What follows belongs to an exercise in optimizing a design on an open flow for small area, a short achievable clock period and few clock cycles; a production flow would make more cautious choices. At most, simulation tests tie the RTL to the original design; equivalence was not proved. Power figures rest on the tool's default switching activity, not on a simulated workload.

main:
// sctp_dec
module sctp_dec (
    input  wire        clk,
    input  wire        rst,
    input  wire        in_valid,
    output wire        in_ready,
    input  wire [63:0] in_data,
    input  wire        in_last,
    input  wire [3:0]  in_cnt,
    output reg         ev_valid,
    input  wire        ev_ready,
    output wire [3:0]  ev_type,
    output wire [1:0]  ev_refk,
    output wire [31:0] ev_off,
    output wire [63:0] ev_value,
    output wire [31:0] ev_size,
    output reg         ev_fault,
    output reg  [2:0]  ev_cause
);
    reg [3:0]  ev_ty;
    reg [1:0]  ev_rk;
    reg [31:0] ev_hp;            
    reg [3:0]  ev_ad;            
    reg        ev_oz;            
    reg        ev_vq;            
    reg [63:0] ev_v;             
    reg [3:0]  ev_sz;            
    reg        ev_z;             
    wire [31:0] ev_q = ev_hp + {28'd0, ev_ad};
    assign ev_type  = ev_z ? (ev_fault ? 4'd0 : 4'd15) : ev_ty;
    assign ev_refk  = ev_z ? 2'd0 : ev_rk;
    assign ev_off   = ev_oz ? 32'd0 : ev_q;
    assign ev_value = ev_z ? 64'd0 : {ev_vq ? 32'd0 : ev_v[63:32], ev_vq ? ev_q : ev_v[31:0]};
    assign ev_size  = ev_z ? 32'd0 : ev_vq ? ev_v[63:32] : {28'd0, ev_sz};
    localparam [1:0] REF_NULL  = 2'd0;
    localparam [1:0] REF_INBUF = 2'd1;
    localparam [1:0] REF_TEMP  = 2'd2;
  ...
For scale: ~3400 cells after synthesis, about 390 flip-flops, roughly 210 I/O pins, about 30000 µm² of cells after synthesis.
==> flow/config.mk <==
export PLATFORM = sky130hd
export DESIGN_NAME = sctp_dec
export DESIGN_NICKNAME = sctp_dec
export VERILOG_FILES = /design/flow/design.v
export SDC_FILE = /design/flow/constraint.sdc
export NUM_CORES = 4
export LEC_CHECK = 0
export CAP_MARGIN = 20
export CORE_MARGIN = 2
export CORE_UTILIZATION = 40
export SETUP_SLACK_MARGIN = 1.5
export SLEW_MARGIN = 20
==> flow/constraint.sdc <==
create_clock -name core_clock -period 6.0 [get_ports {clk}]
set_input_delay 1.2000 -clock core_clock [delete_from_list [all_inputs] [get_ports {clk}]]
set_output_delay 1.2000 -clock core_clock [all_outputs]
set_load 0.01 [all_outputs]
run.sh (not shown) runs the stock make flow with config.mk's settings and CLKGATE_MAP_FILE= SYNTH_SCRIPT=/design/flow/synth_recipe.tcl, a recipe that flattens the netlist after the stock synthesis.
Every stage of the flow completed for main, and the final layout passed the timing, DRC and antenna checks.
Inputs modified between main and the feature branch:
-- flow/design.v --
<<< main, line 74
    reg [7:0]  v_ohn [0:7];      
    reg [2:0]  v_cs  [0:7];      
    reg [7:0]  ph;
    reg [3:0]  pt, pmt;
>>> the feature branch, line 74
    reg [7:0]  v_ohn [0:7];      
    reg [2:0]  v_cs  [0:7];      
    reg [1:0]  v_vh  [0:7];      
    reg [7:0]  ph;
    reg [3:0]  pt, pmt;
<<< main, line 137
            v_p2[i]  = pn[4];
            v_ohn[i] = 8'd1 << pn[2:0];
        end
    end
>>> the feature branch, line 138
            v_p2[i]  = pn[4];
            v_ohn[i] = 8'd1 << pn[2:0];
            v_vh[i]  = pn[4] ? (e1w ? 2'd0 : e0w ? 2'd1 : 2'd2) :
                       pn[3] ? (e0w ? 2'd0 : 2'd1) : 2'd0;
        end
    end
<<< main, line 147
    reg [7:0] ohn;
    reg [2:0] cause;
    wire [1:0] vs_hi = a_p2 ? (e1w ? 2'd0 : e0w ? 2'd1 : 2'd2) :
                       a_p1 ? (e0w ? 2'd0 : 2'd1) : 2'd0;
    always @(*) begin
        ohn = 8'd0; cause = 3'd0;
        for (i = 0; i < 8; i = i + 1)
            if (oh[i]) begin
                ohn   = ohn   | v_ohn[i];
                cause = cause | v_cs[i];
            end
    end
>>> the feature branch, line 150
    reg [7:0] ohn;
    reg [2:0] cause;
    reg [1:0] vs_hi;
    always @(*) begin
        ohn = 8'd0; cause = 3'd0; vs_hi = 2'd0;
        for (i = 0; i < 8; i = i + 1)
            if (oh[i]) begin
                ohn   = ohn   | v_ohn[i];
                cause = cause | v_cs[i];
                vs_hi = vs_hi | v_vh[i];
            end
    end
Results
- The sequential share of cell area of main and that of the feature branch are within noise of each other.
- Wire length reported by the detailed router in the feature branch vs main: down about 0.5%
- Delta (the feature branch minus main): global routing usage on met3 level; global-route usage fell 0.40 points; area of the die grew by 0.76%; combinational power now sits lower.
- The feature branch: portion of total power attributed to the clock network 1.4 points above main
- Detailed-route vias per instance (the feature branch vs. main) decreases slightly
- Via count up 0.52% in the feature branch wrt main
- Compared with main, the feature branch shows a data arrival time of the worst path that is 90 ps higher.
- The total power of the final layout in the feature branch sits about 17% below the value recorded for main.
- Hold slack down 3.3 ps in the feature branch wrt main
- Comparing main and the feature branch, areal power density over the cells is lower on the feature branch.
- Looking at synthesized area, the feature branch sits 0.77% higher than main does.
Testbench counts of the feature branch, summed over its fixed seeds: cycles 17,586.
The RTL of main was laid out without a check of its function.

---

Setup of the reference run:
Another version of the RTL of sctp_dec (not shown whole).
Size: about 3500 cells after synthesis, about 420 flip-flops, ~210 I/O pins.
==> flow/config.mk <==
export PLATFORM = sky130hd
export DESIGN_NAME = sctp_dec
export DESIGN_NICKNAME = sctp_dec
export VERILOG_FILES = /design/flow/design.v
export SDC_FILE = /design/flow/constraint.sdc
export NUM_CORES = 4
export LEC_CHECK = 0
export CAP_MARGIN = 20
export CORE_MARGIN = 2
export CORE_UTILIZATION = 40
export SETUP_SLACK_MARGIN = 2
export SLEW_MARGIN = 20
==> flow/constraint.sdc <==
create_clock -name core_clock -period 6.0 [get_ports {clk}]
set_input_delay 1.2000 -clock core_clock [delete_from_list [all_inputs] [get_ports {clk}]]
set_output_delay 1.2000 -clock core_clock [all_outputs]
set_load 0.01 [all_outputs]
The reference run | stages: all done | timing, DRC, antenna: all pass
#### Input delta (the trial run over the reference run)
--- a/flow/design.v
+++ b/flow/design.v
@@ -20,19 +20,17 @@
     reg [1:0]  ev_rk;
     reg [31:0] ev_hp;            
     reg [3:0]  ev_ad;            
     reg        ev_oz;            
     reg        ev_vq;            
     reg [63:0] ev_v;
     reg [31:0] ev_sz;
     reg        ev_z;             
-    wire [4:0]  ev_ql = {1'b0, ev_hp[3:0]} + {1'b0, ev_ad};
-    wire [27:0] ev_qi = ev_hp[31:4] + 28'd1;
-    wire [31:0] ev_q  = {ev_ql[4] ? ev_qi : ev_hp[31:4], ev_ql[3:0]};
+    wire [31:0] ev_q = ev_hp + {28'd0, ev_ad};
     assign ev_type  = ev_z ? (ev_fault ? 4'd0 : 4'd15) : ev_ty;
     assign ev_refk  = ev_z ? 2'd0 : ev_rk;
     assign ev_off   = ev_oz ? 32'd0 : ev_q;
     assign ev_value = ev_z ? 64'd0 : {ev_v[63:32], ev_vq ? ev_q : ev_v[31:0]};
     assign ev_size  = ev_z ? 32'd0 : ev_sz;
     localparam [1:0] REF_NULL  = 2'd0;
     localparam [1:0] REF_INBUF = 2'd1;
     localparam [1:0] REF_TEMP  = 2'd2;
Findings:
- The trial run vs the reference run — count of clock-net buffers in the final layout dropped slightly
- The trial run ended up with ev_value[27] as its capture point of the critical path; the reference run ended up with ev_value[28].
- Delta (the trial run minus the reference run): area after synthesis about even, smallest setup slack after layout grew by 0.25 ns, clock skew rose 0.012 ns, power after layout lower.
- Against the reference run, the trial run comes in about 6% higher on maximum frequency.
- Between the trial run and the reference run, the area occupied by registers figures differ only marginally.
- Both conditions hold for the trial run: the flow ran to the end and the final layout passed the timing, DRC and antenna checks.
- Of the reference run and the trial run, the higher final critical delay including setup and external delays belongs to the reference run.
- The number of instances in the synthesized netlist of the trial run is higher than that of the reference run.
- The trial run and the reference run ended up with roughly the same die outline height.
Testbench counts of the trial run, summed over its fixed seeds: cycles 17,586.
For the reference run, only the layout was checked, not whether the RTL still works.

---

## job 103
Another version of the RTL of sctp_dec (not shown whole).
For scale: about 3,700 cells after synthesis, ~410 flip-flops, ~210 I/O pins, ~32,000 um^2 of cells after synthesis.
==> flow/design.v (excerpt) <==
module sctp_dec (
    input  wire        clk,
    input  wire        rst,
    input  wire        in_valid,
    output wire        in_ready,
    input  wire [63:0] in_data,
    input  wire        in_last,
    input  wire [3:0]  in_cnt,
    output reg         ev_valid,
    input  wire        ev_ready,
    output wire [3:0]  ev_type,
    output wire [1:0]  ev_refk,
    output wire [31:0] ev_off,
    output wire [63:0] ev_value,
    output wire [31:0] ev_size,
    output reg         ev_fault,
    output reg  [2:0]  ev_cause
);
    reg [3:0]  ev_ty;
    reg [1:0]  ev_rk;
    reg [31:0] ev_hp;            
    reg [3:0]  ev_ad;            
    reg        ev_oz;            
    reg        ev_vq;            
    reg [63:0] ev_v;             
    reg [3:0]  ev_sz;            
    reg        ev_z;             
    wire [31:0] ev_q = ev_hp + {28'd0, ev_ad};
    assign ev_type  = ev_z ? (ev_fault ? 4'd0 : 4'd15) : ev_ty;
  ...
clock: 6.0 ns
lec_check: 0
cap_margin: 20
core_margin: 2
core_utilization: 40
setup_slack_margin: 1.6
slew_margin: 20
Job 103 | stages: all done | timing, DRC, antenna: all pass
Input changes introduced in job 104 (baseline for comparison: job 103):
--- a/flow/design.v
+++ b/flow/design.v
@@ -52,17 +52,17 @@
     reg [4:0]  sof;
     reg [28:0] bpos;             
     assign in_ready = !e1v;
     wire inacc = in_valid && !e1v;
     wire slot_free = !ev_valid || ev_ready;
     reg        e0w;              
     reg        e1w;              
     reg        ek;               
-    wire [22:0] mw = {e1m & {8{e1w}}, e0m & {8{e0w}}, pm};    
+    reg [22:0] mw;               
     wire [183:0] win = {e1d, e0d, pb};
     wire [22:0] cb;              
     genvar gi;
     generate
         for (gi = 0; gi < 23; gi = gi + 1) begin : g_cb
             assign cb[gi] = win[8*gi+7];
         end
     endgenerate
@@ -308,43 +308,44 @@
         end else if (pop1) begin
             n_pl = e0l;
             n_pm = e0m[7:1];
         end
     end
     wire        n_e0w = n_e0v && !n_pl;
     wire        n_e1w = n_e0w && !n_e0l && n_e1v;
     wire        n_ek  = n_pl || (n_e0v && (n_e0l || (n_e1v && n_e1l)));
+    wire [22:0] n_mw  = {n_e1m & {8{n_e1w}}, n_e0m & {8{n_e0w}}, n_pm};
     always @(posedge clk) begin
         if (!e1v)
             e1d <= in_data;
         if (pop1 && e1v)
             e0d <= e1d;
         else if (pop1 || !e0v)
             e0d <= in_data;
         if (pop2)
             pb <= e1d[63:8];
         else if (pop1)
             pb <= e0d[63:8];
         if (rst) begin
             e0v <= 1'b0; e1v <= 1'b0; e0l <= 1'b0; e1l <= 1'b0;
             e0m <= 8'd0; e1m <= 8'd0;
             pl <= 1'b0; pm <= {7{1'b1}};
-            e0w <= 1'b0; e1w <= 1'b0; ek <= 1'b0;
+            e0w <= 1'b0; e1w <= 1'b0; ek <= 1'b0; mw <= {16'd0, {7{1'b1}}};
             skip <= 1'b0; drain <= 1'b0;
             oh <= 8'd128;
             o <= 3'd7;
             se <= 33'd0;
             sof <= 5'd0;
             bpos <= 29'd0;
             ev_valid <= 1'b0;
         end else begin
             e0v <= n_e0v; e1v <= n_e1v; e0l <= n_e0l; e1l <= n_e1l;
             e0m <= n_e0m; e1m <= n_e1m; pl <= n_pl; pm <= n_pm;
-            e0w <= n_e0w; e1w <= n_e1w; ek <= n_ek;
+            e0w <= n_e0w; e1w <= n_e1w; ek <= n_ek; mw <= n_mw;
             if (newbuf)
                 bpos <= 29'd0;
             else if (pop2)
                 bpos <= bp2;
             else if (pop1)
                 bpos <= bp1;
             if (newbuf) begin
                 skip <= 1'b0; drain <= 1'b0;
==> summary.txt <==
Job 104 vs. job 103: count of cell instances traversed by the critical path went up by 1.
Re met2 track demand over resource in global routing: job 104 is 2.0 points down on job 103.
Job 104 vs. job 103: final instance area now sits lower, wire length of the first global-routing pass now sits lower.
Diff job 103 -> job 104: die area moved up, number of buffers created by CTS increased 2.
Testbench counts of job 104, summed over its fixed seeds: cycles 16,207.
Only the layout flow was run in job 103; the RTL was not checked for function there.

==> re-timing with driven ports <==
The flow's constraints put no driver on any port. The routed layouts listed below were extracted and timed again, unchanged, in two steps. Step 1, drivers: a clkbuf_16 drives clk and a buf_2 each remaining input, both assumed. Step 2 adds t to the input delays and takes it off the output delays; t is the mean of the earliest and latest rising clock arrival at the registers after step 1. Input paths then give back, and output paths get back, about the clock's delay inside the block. Slacks: no drivers / after step 1 / after step 2; pairs: no drivers / after step 1.
run	shift t [ns]	setup slack, ns	hold slack, ns	worst setup path at the end	worst register clock-pin slew, ns
main	0.659	1.524 / 1.467 / 1.042	0.479 / 0.479 / 0.479	input to register	0.07 / 0.07
the feature branch	0.657	1.471 / 1.471 / 1.471	0.476 / 0.476 / 0.476	register to register	0.07 / 0.07
the reference run	0.682	1.390 / 1.318 / 1.155	0.480 / 0.480 / 0.480	input to register	0.07 / 0.07
the trial run	0.684	1.639 / 1.572 / 1.690	0.466 / 0.466 / 0.466	input to register	0.08 / 0.08
job 103	0.681	1.529 / 1.461 / 1.582	0.485 / 0.485 / 0.485	register to register	0.08 / 0.08
job 104	0.662	1.633 / 1.566 / 1.465	0.486 / 0.486 / 0.486	input to register	0.07 / 0.07
After both steps setup and hold are still met in every run listed. For main, which loses most, drivers alone change the setup slack by -0.057 ns; drivers and shift together by -0.482 ns.
